Background: an optimization exercise with open tools, aiming at small area. Do not read the settings as production practice.
Only simulation tests tie the RTL to the original design; equivalence was not proved.
No driver is modelled on the clock port, so clocking that relies on it looks cheaper here than on a real chip.
Power and IR drop assume default switching activity.

==> design/flow/design.v <==
module kbd_periph #(
    parameter integer NUM_ROWS      = 16,
    parameter integer NUM_COLS      = 8,
    parameter integer SETTLE_CYCLES = 4,
    parameter integer STROBE_CYCLES = 80,
    parameter integer PULSE_CYCLES  = 80,
    parameter [3:0]   CLKPS_RESET   = 4'd0
) (
    input  wire                clk,
    input  wire                rst_n,
    input  wire [3:0]          bus_addr,
    input  wire [7:0]          bus_wdata,
    input  wire                bus_wr,
    input  wire                bus_rd,
    output reg  [7:0]          bus_rdata,
    output wire                tick_irq,
    output wire [3:0]          row_addr,
    output wire                row_en,
    output wire [NUM_ROWS-1:0] row_n,
    output wire                row_oe,
    input  wire [7:0]          col_in,
    output wire                col_pu,
    output wire [7:0]          data_out,
    output wire                strobe_o,
    output wire                tx_oe,
    output wire                caps_led_o,
    output wire                scr_clr_o,
    output wire                sys_rst_o,
    output wire                aux_oe
);
    localparam [3:0] A_CLKPR    = 4'h0;
    localparam [3:0] A_OCRA     = 4'h1;
    localparam [3:0] A_TCFG_A   = 4'h2;
    localparam [3:0] A_TCFG_B   = 4'h3;
    localparam [3:0] A_IMSK     = 4'h4;
    localparam [3:0] A_TICK     = 4'h5;
    localparam [3:0] A_STATUS   = 4'h6;
    localparam [3:0] A_ROW_SCAN = 4'h7;
    localparam [3:0] A_COL_DATA = 4'h8;
    localparam [3:0] A_TX_DATA  = 4'h9;
    localparam [3:0] A_LED      = 4'hA;
    localparam [3:0] A_PULSE    = 4'hB;
    localparam [3:0] A_PINCFG   = 4'hC;
    wire wr = bus_wr & rst_n;
    wire rd = bus_rd & ~bus_wr & rst_n;
    wire wr_clkpr  = wr && (bus_addr == A_CLKPR);
    wire wr_ocra   = wr && (bus_addr == A_OCRA);
    wire wr_tcfg_a = wr && (bus_addr == A_TCFG_A);
    wire wr_tcfg_b = wr && (bus_addr == A_TCFG_B);
    wire commit    = wr && (bus_addr == A_IMSK);
    wire poll      = rd && (bus_addr == A_TICK);
    wire wr_scan   = wr && (bus_addr == A_ROW_SCAN);
    wire wr_tx     = wr && (bus_addr == A_TX_DATA);
    wire wr_led    = wr && (bus_addr == A_LED);
    wire wr_pulse  = wr && (bus_addr == A_PULSE);
    wire wr_pincfg = wr && (bus_addr == A_PINCFG);
    reg  [3:0] clk_sel;
    reg        clk_pce;                       
    reg  [1:0] clk_win;                       
    wire       clk_unl  = clk_sel[3] & clk_sel[0];
    wire       clk_lock = ~clk_unl;
    wire [3:0] clkps    = {clk_sel[3] & ~clk_sel[0], clk_sel[2:1], clk_sel[0] & ~clk_sel[3]};
    wire enable_pat = (bus_wdata == 8'h80);
    wire change_pat = (bus_wdata[7:4] == 4'b0000);
    always @(posedge clk) begin
        if (!rst_n) begin
            clk_sel <= 4'b1001;
            clk_pce <= 1'b0;
        end else if (wr_clkpr && clk_unl && !clk_pce && enable_pat) begin
            clk_pce <= 1'b1;
        end else if (wr_clkpr && clk_unl && clk_pce && change_pat) begin
            if (bus_wdata[3:0] <= 4'd8)
                clk_sel <= bus_wdata[3:0];
            clk_pce <= 1'b0;
        end else if (clk_pce && clk_win == 2'd0) begin
            clk_pce <= 1'b0;
        end
    end
    always @(posedge clk) begin
        clk_win <= clk_pce ? clk_win - 2'd1 : 2'd3;
    end
    reg  [7:0] div_cnt;
    wire [8:0] div_c;                         
    assign div_c[0] = 1'b1;
    genvar gi;
    generate
        for (gi = 0; gi < 8; gi = gi + 1) begin : g_divc
            assign div_c[gi+1] = div_c[gi] & div_cnt[gi];
        end
    endgenerate
    wire tclk_en = clk_sel[3] ? (clk_sel[0] | div_c[8]) : div_c[clk_sel[2:0]];
    always @(posedge clk) begin
        if (!rst_n)
            div_cnt <= 8'd0;
        else
            div_cnt <= div_cnt ^ div_c[7:0];
    end
    reg [7:0] stg_ocra, stg_a;
    reg [3:0] stg_b;
    reg [7:0] ocra, tcfg_a;
    reg [3:0] tcfg_b, tcfg_imsk;
    always @(posedge clk) begin
        if (!rst_n) begin
            stg_ocra  <= 8'd0;
            stg_a     <= 8'd0;
            stg_b     <= 4'd0;
            tcfg_imsk <= 4'd0;
        end else begin
            if (wr_ocra)   stg_ocra  <= bus_wdata;
            if (wr_tcfg_a) stg_a     <= bus_wdata;
            if (wr_tcfg_b) stg_b     <= bus_wdata[3:0];
            if (commit)    tcfg_imsk <= bus_wdata[3:0];
        end
        if (!rst_n) begin
            ocra   <= 8'd0;
            tcfg_a <= 8'd0;
            tcfg_b <= 4'd0;
        end else if (commit) begin
            ocra   <= stg_ocra;
            tcfg_a <= stg_a;
            tcfg_b <= stg_b;
        end
    end
    localparam [2:0] P_IDLE = 3'd0;
    localparam [2:0] P_R1F  = 3'd1;
    localparam [2:0] P_R1   = 3'd2;
    localparam [2:0] P_R2   = 3'd3;
    localparam [2:0] P_R3   = 3'd4;
    localparam [2:0] P_A1   = 3'd5;
    localparam [2:0] P_A2   = 3'd6;
    localparam [2:0] P_A3   = 3'd7;
    reg  [2:0] phase;
    reg        cfg_pend;
    wire       cfg_busy = (phase != P_IDLE);
    wire       ack      = (phase == P_A3);
    wire       load     = (phase == P_R3);
    wire       launch   = (commit && !cfg_busy) || (ack && (cfg_pend || commit));
    always @(posedge clk) begin
        if (!rst_n) begin
            phase    <= P_IDLE;
            cfg_pend <= 1'b0;
        end else begin
            if (launch)
                cfg_pend <= 1'b0;
            else if (cfg_busy && !ack && commit)
                cfg_pend <= 1'b1;
            case (phase)
                P_IDLE:  if (launch) phase <= P_R1F;
                P_R1F:   phase <= tclk_en ? P_R2 : P_R1;
                P_R1:    if (tclk_en) phase <= P_R2;
                P_R2:    if (tclk_en) phase <= P_R3;
                P_R3:    if (tclk_en) phase <= P_A1;
                P_A1:    phase <= P_A2;
                P_A2:    phase <= P_A3;
                default: phase <= launch ? P_R1F : P_IDLE;
            endcase
        end
    end
    reg  [2:0] xfer_mode;
    reg  [7:0] xfer_ocra;
    wire       cfg_run = (tcfg_b[3] == 1'b0) && (tcfg_a[1:0] == 2'b10) &&
                         (tcfg_b[2:0] != 3'd0) && (tcfg_b[2:0] <= 3'd5);
    always @(posedge clk) begin
        if (!rst_n) begin
            xfer_mode <= 3'd0;
            xfer_ocra <= 8'd0;
        end else if (phase == P_R1F) begin
            xfer_mode <= cfg_run ? tcfg_b[2:0] : 3'd0;
            xfer_ocra <= ocra;
        end
    end
    reg [2:0] t_mode;
    reg [7:0] t_ocra;
    reg [9:0] psc;
    reg [7:0] tcnt;
    wire running = (t_mode != 3'd0);
    wire step    = tclk_en && !load && running;
    wire [10:0] psc_c;
    assign psc_c[0] = step;
    generate
        for (gi = 0; gi < 10; gi = gi + 1) begin : g_pscc
            assign psc_c[gi+1] = psc_c[gi] & psc[gi];
        end
    endgenerate
    reg cnt_en;
    always @(*) begin
        case (t_mode)
            3'd1:    cnt_en = psc_c[0];
            3'd2:    cnt_en = psc_c[3];
            3'd3:    cnt_en = psc_c[6];
            3'd4:    cnt_en = psc_c[8];
            default: cnt_en = psc_c[10];
        endcase
    end
    wire [8:0] tcnt_c;
    assign tcnt_c[0] = cnt_en;
    generate
        for (gi = 0; gi < 8; gi = gi + 1) begin : g_tcntc
            assign tcnt_c[gi+1] = tcnt_c[gi] & tcnt[gi];
        end
    endgenerate
    wire match   = (tcnt == t_ocra);
    wire tick_ev = cnt_en && match;
    wire t_ld    = tclk_en && load;
    always @(posedge clk) begin
        if (!rst_n)
            t_mode <= 3'd0;
        else if (t_ld)
            t_mode <= xfer_mode;
    end
    always @(posedge clk) begin
        if (!rst_n)
            t_ocra <= 8'd0;
        else if (t_ld)
            t_ocra <= xfer_ocra;
        psc  <= (psc ^ psc_c[9:0]) & {10{~t_ld}};
        tcnt <= (tcnt ^ tcnt_c[7:0]) & {8{~(t_ld | tick_ev)}};
    end
    reg [2:0] tick_pipe;
    reg       tick_pend;
    wire tick_set = tick_pipe[2] && tcfg_imsk[1];
    always @(posedge clk) begin
        if (!rst_n) begin
            tick_pipe[1:0] <= 2'd0;
            tick_pend      <= 1'b0;
        end else begin
            tick_pipe[1:0] <= {tick_pipe[0], tick_ev};
            tick_pend      <= tick_set | (tick_pend & ~(poll | commit));
        end
        tick_pipe[2] <= tick_pipe[1];
    end
    assign tick_irq = tick_pend & tcfg_imsk[1];
    reg [3:0] row_sel;
    reg       row_valid;
    reg [2:0] scan_st;                        
    reg [7:0] col_smp;
    reg [7:0] col_data;
    wire scan_busy = scan_st[0] | scan_st[2];
    wire scan_smp  = scan_st[0] & scan_st[2];     
    wire scan_cap  = scan_st[2] & ~scan_st[1];    
    wire scan_go   = wr_scan && !scan_busy && (bus_wdata[7:4] == 4'd0);
    always @(posedge clk) begin
        if (!rst_n)
            col_smp <= 8'd0;
        else if (scan_smp)
            col_smp <= col_in;
    end
    always @(posedge clk) begin
        if (!rst_n) begin
            row_sel   <= 4'd0;
            row_valid <= 1'b0;
            scan_st   <= 3'd0;
            col_data  <= 8'd0;
        end else begin
            if (scan_busy || scan_go)
                scan_st <= {scan_st[1:0], ~scan_st[2]};
            if (scan_go) begin
                row_sel   <= bus_wdata[3:0];
                row_valid <= 1'b1;
            end
            if (scan_cap)
                col_data <= ~col_smp;
            else if (wr_scan && !scan_busy && !scan_go)
                col_data <= 8'd0;
        end
    end
    genvar ri;
    generate
        for (ri = 0; ri < NUM_ROWS; ri = ri + 1) begin : g_row
            assign row_n[ri] = ~(row_valid && (row_sel == ri));
        end
    endgenerate
    localparam [1:0] TX_IDLE   = 2'b00;
    localparam [1:0] TX_SETUP  = 2'b01;
    localparam [1:0] TX_ACTIVE = 2'b11;
    localparam [1:0] TX_HOLD   = 2'b10;
    localparam [6:0] LF_SEED = 7'd22;         
    reg [1:0] tx_state;
    reg [7:0] tx_data;
    reg [6:0] tx_lf;
    wire tx_busy  = (tx_state != TX_IDLE);
    wire tx_act   = (tx_state == TX_ACTIVE);
    wire tx_last  = ~(tx_lf[5] | tx_lf[4] | tx_lf[2] | tx_lf[0]);
    always @(posedge clk) begin
        if (!rst_n)
            tx_data <= 8'd0;
        else if (wr_tx && !tx_busy)
            tx_data <= bus_wdata;
        tx_lf <= tx_act ? {tx_lf[5:0], tx_lf[6] ^ tx_lf[5]} : LF_SEED;
    end
    always @(posedge clk) begin
        if (!rst_n) begin
            tx_state <= TX_IDLE;
        end else begin
            case (tx_state)
                TX_IDLE:   if (wr_tx) tx_state <= TX_SETUP;
                TX_SETUP:  tx_state <= TX_ACTIVE;
                TX_ACTIVE: if (tx_last) tx_state <= TX_HOLD;
                default:   tx_state <= TX_IDLE;
            endcase
        end
    end
    reg       caps;
    reg [3:0] pincfg;
    reg       clr_act, rst_act;
    reg [6:0] clr_lf, rst_lf;
    wire clr_last = ~(clr_lf[5] | clr_lf[4] | clr_lf[2] | clr_lf[0]);
    wire rst_last = ~(rst_lf[5] | rst_lf[4] | rst_lf[2] | rst_lf[0]);
    always @(posedge clk) begin
        if (!rst_n) begin
            caps   <= 1'b0;
            pincfg <= 4'd0;
        end else begin
            if (wr_led)    caps   <= bus_wdata[0];
            if (wr_pincfg) pincfg <= bus_wdata[3:0];
        end
        clr_lf <= clr_act ? {clr_lf[5:0], clr_lf[6] ^ clr_lf[5]} : LF_SEED;
        rst_lf <= rst_act ? {rst_lf[5:0], rst_lf[6] ^ rst_lf[5]} : LF_SEED;
    end
    always @(posedge clk) begin
        if (!rst_n) begin
            clr_act <= 1'b0;
            rst_act <= 1'b0;
        end else begin
            clr_act <= clr_act ? ~clr_last : (wr_pulse & bus_wdata[0]);
            rst_act <= rst_act ? ~rst_last : (wr_pulse & bus_wdata[1]);
        end
    end
    always @(*) begin
        bus_rdata = 8'd0;
        if (rd) begin
            case (bus_addr)
                A_CLKPR:    bus_rdata = {clk_pce, clk_lock, 2'b00, clkps};
                A_OCRA:     bus_rdata = ocra;
                A_TCFG_A:   bus_rdata = tcfg_a;
                A_TCFG_B:   bus_rdata = {4'd0, tcfg_b};
                A_IMSK:     bus_rdata = {4'd0, tcfg_imsk};
                A_TICK:     bus_rdata = {7'd0, tick_pend};
                A_STATUS:   bus_rdata = {2'b00, rst_act, clr_act, tx_busy, scan_busy, cfg_busy, tick_pend};
                A_ROW_SCAN: bus_rdata = {row_valid, 3'b000, row_sel};
                A_COL_DATA: bus_rdata = col_data;
                A_TX_DATA:  bus_rdata = tx_data;
                A_LED:      bus_rdata = {7'd0, caps};
                A_PULSE:    bus_rdata = {6'd0, rst_act, clr_act};
                A_PINCFG:   bus_rdata = {4'd0, pincfg};
                default:    bus_rdata = 8'd0;
            endcase
        end
    end
    assign row_addr   = row_sel;
    assign row_en     = row_valid;
    assign row_oe     = pincfg[0];
    assign col_pu     = pincfg[1];
    assign data_out   = tx_data;
    assign strobe_o   = tx_act;
    assign tx_oe      = pincfg[2];
    assign caps_led_o = caps;
    assign scr_clr_o  = clr_act;
    assign sys_rst_o  = rst_act;
    assign aux_oe     = pincfg[3];
endmodule
==> design/flow/flow/run.sh <==
#!/bin/bash
# The standard layout (standard.sh's make command and ORFS steps), with:
#  - synthesis: synth_recipe.tcl with ABC's mapping script replaced
#    (flow/synth.tcl, flow/abc_map.script); registers are unchanged;
#  - port buffers made from the smallest buffer cell (buf_1);
#  - clock tree from clkbuf_8 only, without dummy balancing loads, and
#    leaf buffers downsized to clkbuf_4 where the clock-pin slew allows
#    (flow/post_cts.tcl, run by cts.tcl's POST_CTS_TCL hook).
set -euo pipefail
here=$(pwd)
export ABC_MAP_SCRIPT=$here/flow/abc_map.script
export FLOW_SYNTH_TCL=$here/synth_recipe.tcl
export BUFFER_PORTS_ARGS="-buffer_cell sky130_fd_sc_hd__buf_1"
export CTS_ARGS="-sink_clustering_enable -repair_clock_nets -dont_use_dummy_load -buf_list sky130_fd_sc_hd__clkbuf_8"
export POST_CTS_TCL=$here/flow/post_cts.tcl
export CTS_LEAF_MAX_SLEW=0.105
sed "s#SYNTH_SCRIPT=[^ ]*#SYNTH_SCRIPT=$here/flow/synth.tcl#" standard.sh > flow_standard.sh
grep -q "SYNTH_SCRIPT=$here/flow/synth.tcl" flow_standard.sh
bash flow_standard.sh > standard.log 2>&1
==> design/flow/flow/abc_map.script <==
strash
&get -n
&deepsyn -T 30 -S 1
&dch -f
&nf -R 1000 -p -F 10 -A 10
&put
==> design/flow/flow/post_cts.tcl <==
# Downsize clock-tree buffers that drive only flip-flops from clkbuf_8 to
# clkbuf_4 where the flip-flop clock pins then still have a small slew
# (estimated from placement, CTS_LEAF_MAX_SLEW ns); otherwise keep clkbuf_8.
set max_slew $::env(CTS_LEAF_MAX_SLEW)
set swapped 0
estimate_parasitics -placement
foreach inst [[ord::get_db_block] getInsts] {
  if {[[$inst getMaster] getName] ne "sky130_fd_sc_hd__clkbuf_8"} continue
  set net [[$inst findITerm X] getNet]
  set sinks {}
  set leaf 1
  foreach it [$net getITerms] {
    if {[$it isInputSignal]} {
      if {![string match "sky130_fd_sc_hd__*df*" [[[$it getInst] getMaster] getName]]} { set leaf 0 }
      lappend sinks "[[$it getInst] getName]/[[$it getMTerm] getName]"
    }
  }
  if {!$leaf} continue
  set name [$inst getName]
  replace_cell $name sky130_fd_sc_hd__clkbuf_4
  estimate_parasitics -placement
  set worst 0
  foreach p $sinks {
    set s [get_property [get_pins $p] slew_max]
    if {$s > $worst} { set worst $s }
  }
  if {$worst > $max_slew} {
    replace_cell $name sky130_fd_sc_hd__clkbuf_8
    estimate_parasitics -placement
    puts "post_cts: $name kept clkbuf_8 ([llength $sinks] sinks, slew $worst)"
  } else {
    incr swapped
    puts "post_cts: $name now clkbuf_4 ([llength $sinks] sinks, slew $worst)"
  }
}
puts "post_cts: downsized $swapped clock buffers to clkbuf_4"
detailed_placement
check_placement -verbose
estimate_parasitics -placement
==> design/flow/flow/synth.tcl <==
# synth_recipe.tcl (the standard synthesis), sourced unchanged, except that
# ABC maps the combinational logic with flow/abc_map.script instead of
# ORFS's abc_area/abc_speed script. Registers are mapped before ABC runs,
# so they are the standard synthesis's registers.
proc abc {args} {
  set i [lsearch -exact $args -script]
  if {$i >= 0} {
    set args [lreplace $args $i [expr {$i + 1}] -script $::env(ABC_MAP_SCRIPT)]
  }
  yosys abc {*}$args
}
source $::env(FLOW_SYNTH_TCL)
==> design/flow/standard.sh <==
#!/bin/bash
# synth_recipe.tcl (not shown) runs the flow's synth.tcl, then flattens the netlist and writes it again
# the make line also repeats each setting of config.mk as NAME=value (left out here)
make -C /OpenROAD-flow-scripts/flow DESIGN_CONFIG=/design/flow/config.mk WORK_HOME=/design/flow/orfs CLKGATE_MAP_FILE= SYNTH_SCRIPT=/design/flow/synth_recipe.tcl "${@:-finish}"
==> design/flow/config.mk <==
export PLATFORM = sky130hd
export DESIGN_NAME = kbd_periph
export DESIGN_NICKNAME = kbd_periph
export VERILOG_FILES = /design/flow/design.v
export SDC_FILE = /design/flow/constraint.sdc
export NUM_CORES = 4
export LEC_CHECK = 0
export CAP_MARGIN = 0
export CORE_MARGIN = 2
export CORE_UTILIZATION = 80
export GPL_TIMING_DRIVEN = 0
export SLEW_MARGIN = 0
==> design/flow/constraint.sdc <==
create_clock -name core_clock -period 10.0 [get_ports {clk}]
set_input_delay 2.0000 -clock core_clock [delete_from_list [all_inputs] [get_ports {clk}]]
set_output_delay 2.0000 -clock core_clock [all_outputs]
set_load 0.01 [all_outputs]
==> notes.md <==
logic make-up after synthesis:
group / share of synthesized area [%]
AO/OA/AOI/OAI: 21.8
XOR/XNOR: 1.41
adder cells (fa/ha/maj): 5.02
buffers and inverters: 0.662
flip-flops: 54.3
multiplexers: 0.702
AND/OR/NAND/NOR: 16.2
synthesized netlist by cell type (13+ instances only):
library cell  number  area (um2)
nand2_1           48         180
a21oi_1           20         100
nor2b_1           19         119
o21ai_0           18        90.1
ha_1              25         313
dfxtp_1          169        3380
a22o_1            91         797
nor3_1            15        75.1
and2_0            31         194
nand2b_1          13        81.3
nand3_1           13        65.1
nor2_1            25        93.8
metrics by stage:
step	std cells	hold WS (ns)	total power, mW
3_3_place_gp	756	0.322	0.758
6_report	773	0.341	1.07
3_5_place_dp	756	0.320	0.763
2_1_floorplan	585	0.310	0.736
5_1_grt	773	0.347	1.10
power groups by stage:
stage,registers [mW],logic (mW),clock network (mW)
after floorplan,0.701,0.0355,0
after global placement,0.701,0.0567,0
after detailed placement,0.702,0.0609,0
after global routing,0.688,0.0706,0.340
final,0.687,0.0664,0.318
path summary, 6_finish.rpt:
path / slack [ns] / start / to
setup reg to reg: 3.15 / div_cnt[0]$_SDFF_PN0_ / tcnt[7]$_DFF_P_
hold / removal: 0.34 / tick_pipe[1]$_SDFF_PN0_ / tick_pipe[2]$_DFF_P_
hold reg to reg: 0.34 / tick_pipe[1]$_SDFF_PN0_ / tick_pipe[2]$_DFF_P_
setup / recovery: 3.15 / div_cnt[0]$_SDFF_PN0_ / tcnt[7]$_DFF_P_
cell type report:
| type | instances | area [um2] | area share, % |
|---|---|---|---|
| Tap cell | 102 | 128 | 1.87 |
| Timing Repair Buffer | 69 | 260 | 3.82 |
| Inverter | 11 | 41.3 | 0.606 |
| Multi-Input combinational cell | 405 | 2820 | 41.4 |
| Sequential cell | 169 | 3380 | 49.7 |
| Clock buffer | 17 | 184 | 2.70 |
layer usage:
layer	vias up	wire length, um	global-route usage, %
met1	2498	6120	49.7
li1	2362	-	-
met3	89	1580	8.38
met5	-	0	0
met4	0	866	18.3
met2	373	8260	71.7
==> results.json <==
{
  "outcome": "timing/DRC/antenna clean",
  "core_area_um2": 7650,
  "holdPathStages": 0,
  "hold_class": "reg2reg",
  "cp.buffers_inverters": 0,
  "syn_area_um2": 6230,
  "required_ns": 10.31,
  "seq_area_frac_synth_pct": 54.3,
  "power.density_nw_per_um2": 157,
  "drt_pass1_iterations": 9,
  "final_area_um2": 6810,
  "setup_ws_ns": 3.15,
  "fill_cells": 357,
  "die_h_um": 92.3,
  "io_buffers": 69,
  "synth_edf_count": 0,
  "crit_top_cell": "ha_1",
  "switching_share_pct": 24.0,
  "via_per_inst": 6.88,
  "fin_util_pct": 89.1,
  "synth_cell_types": 47,
  "cp.arrival_ns": 7.16,
  "tns_ns": 0,
  "comb_power_share_pct": 6.2,
  "worst_pin_slew_ns": 1.30,
  "place_ws_ns": 3.24,
  "ys_warn_count": 1,
  "leakagePower_nw": 2.68,
  "vias": 5322,
  "cts_tree": "yes",
  "final_cell_mix": "dfxtp_1, a22o_1, buf_1, nand2_1, and2_0",
  "slew_viol_final": 0,
  "min_period_ns": 6.85,
  "synth-async-reset-ratio_pct": 0,
  "wl_per_cell_um": 21.8,
  "finClkSkew_ns": 0.0287,
  "first_global_vias": 5322,
  "drtIter0Drc": 740,
  "track_usage_pct": 41.3,
  "crit_fanout": 5,
  "placementRows": 32,
  "final_hold_viol_count": 0,
  "netlist_instances": 585,
  "crit_cells": 32,
  "ant_nets": 0,
  "dp.final_hpwl_mm": 11.5,
  "clock_latency_ns": 0.43,
  "rsz0062_at_grt": "no",
  "antenna_found_initial": 0,
  "start_kind": "register",
  "p_seq_share_pct": 64.1,
  "regMostFlops": "psc",
  "p_int_uw": 815,
  "peakVddDrop_v": 0.000102,
  "drive_gt1_share_pct": 3.13,
  "gp_congestion": 1.03,
  "timing.final.crit_share_pct": 68.5,
  "area_delta_synth_final_pct": 9.31,
  "grt_pass1_wl_mm": 27.0,
  "finalSetupViolCount": 0,
  "io_pins": 70,
  "cp_slowest_cell": "mux4_2",
  "largest_reg_flops": 10,
  "maxCapViolations": 0,
  "synth-seq-cells": 169,
  "ys.flop_type": "dfxtp_1",
  "layout_commonest_cell": "dfxtp_1",
  "dpl-instance-area_um2": 6630,
  "clkSinkCount": 169,
  "grt_overflow_total": 0,
  "antenna_cells": 0,
  "synth_nets": 634,
  "clockPowerShare_pct": 29.7,
  "p_switching_uw": 257,
  "die_w_um": 92.3,
  "maxSlewHeadroom_pct": 12.5,
  "syn_area_per_cell_um2": 10.7,
  "dieArea_um2": 8510,
  "clk_pin_slew_ns": 0.10,
  "grt_max_degree": 52,
  "nets": 722,
  "setup.worst_path.end_class": "register",
  "wl_mm": 16.8,
  "critPathTopFamily": "adder cells",
  "reg2reg_depth": 32,
  "start_util_pct": 81.5,
  "max_stage_delay_ns": 0.46,
  "path_class": "reg2reg",
  "clock.fmax_mhz": 146,
  "drc": 0
}

## what the ideal ports hide
In the flow no input, the clock included, has a driving cell. The finished layout below was timed again as built, in two steps. Step 1: set_driving_cell puts a clkbuf_16 on clk and a buf_2 on each other input, an assumption about the parent block. Step 2, shift: input delay + t, output delay - t, t = (earliest + latest rising clock arrival at the registers) / 2. This alone moves slack from input paths to output paths. Three values: ideal, step 1, step 2; two values: the first two.
t, ns: 0.452
slack for setup (ns): 3.153 / 3.153 / 3.153
worst data-port slew with drivers (ns): 0.04
After both steps this run still meets setup and hold. For this run, drivers alone change the setup slack by 0.000 ns; drivers and shift together by 0.000 ns.
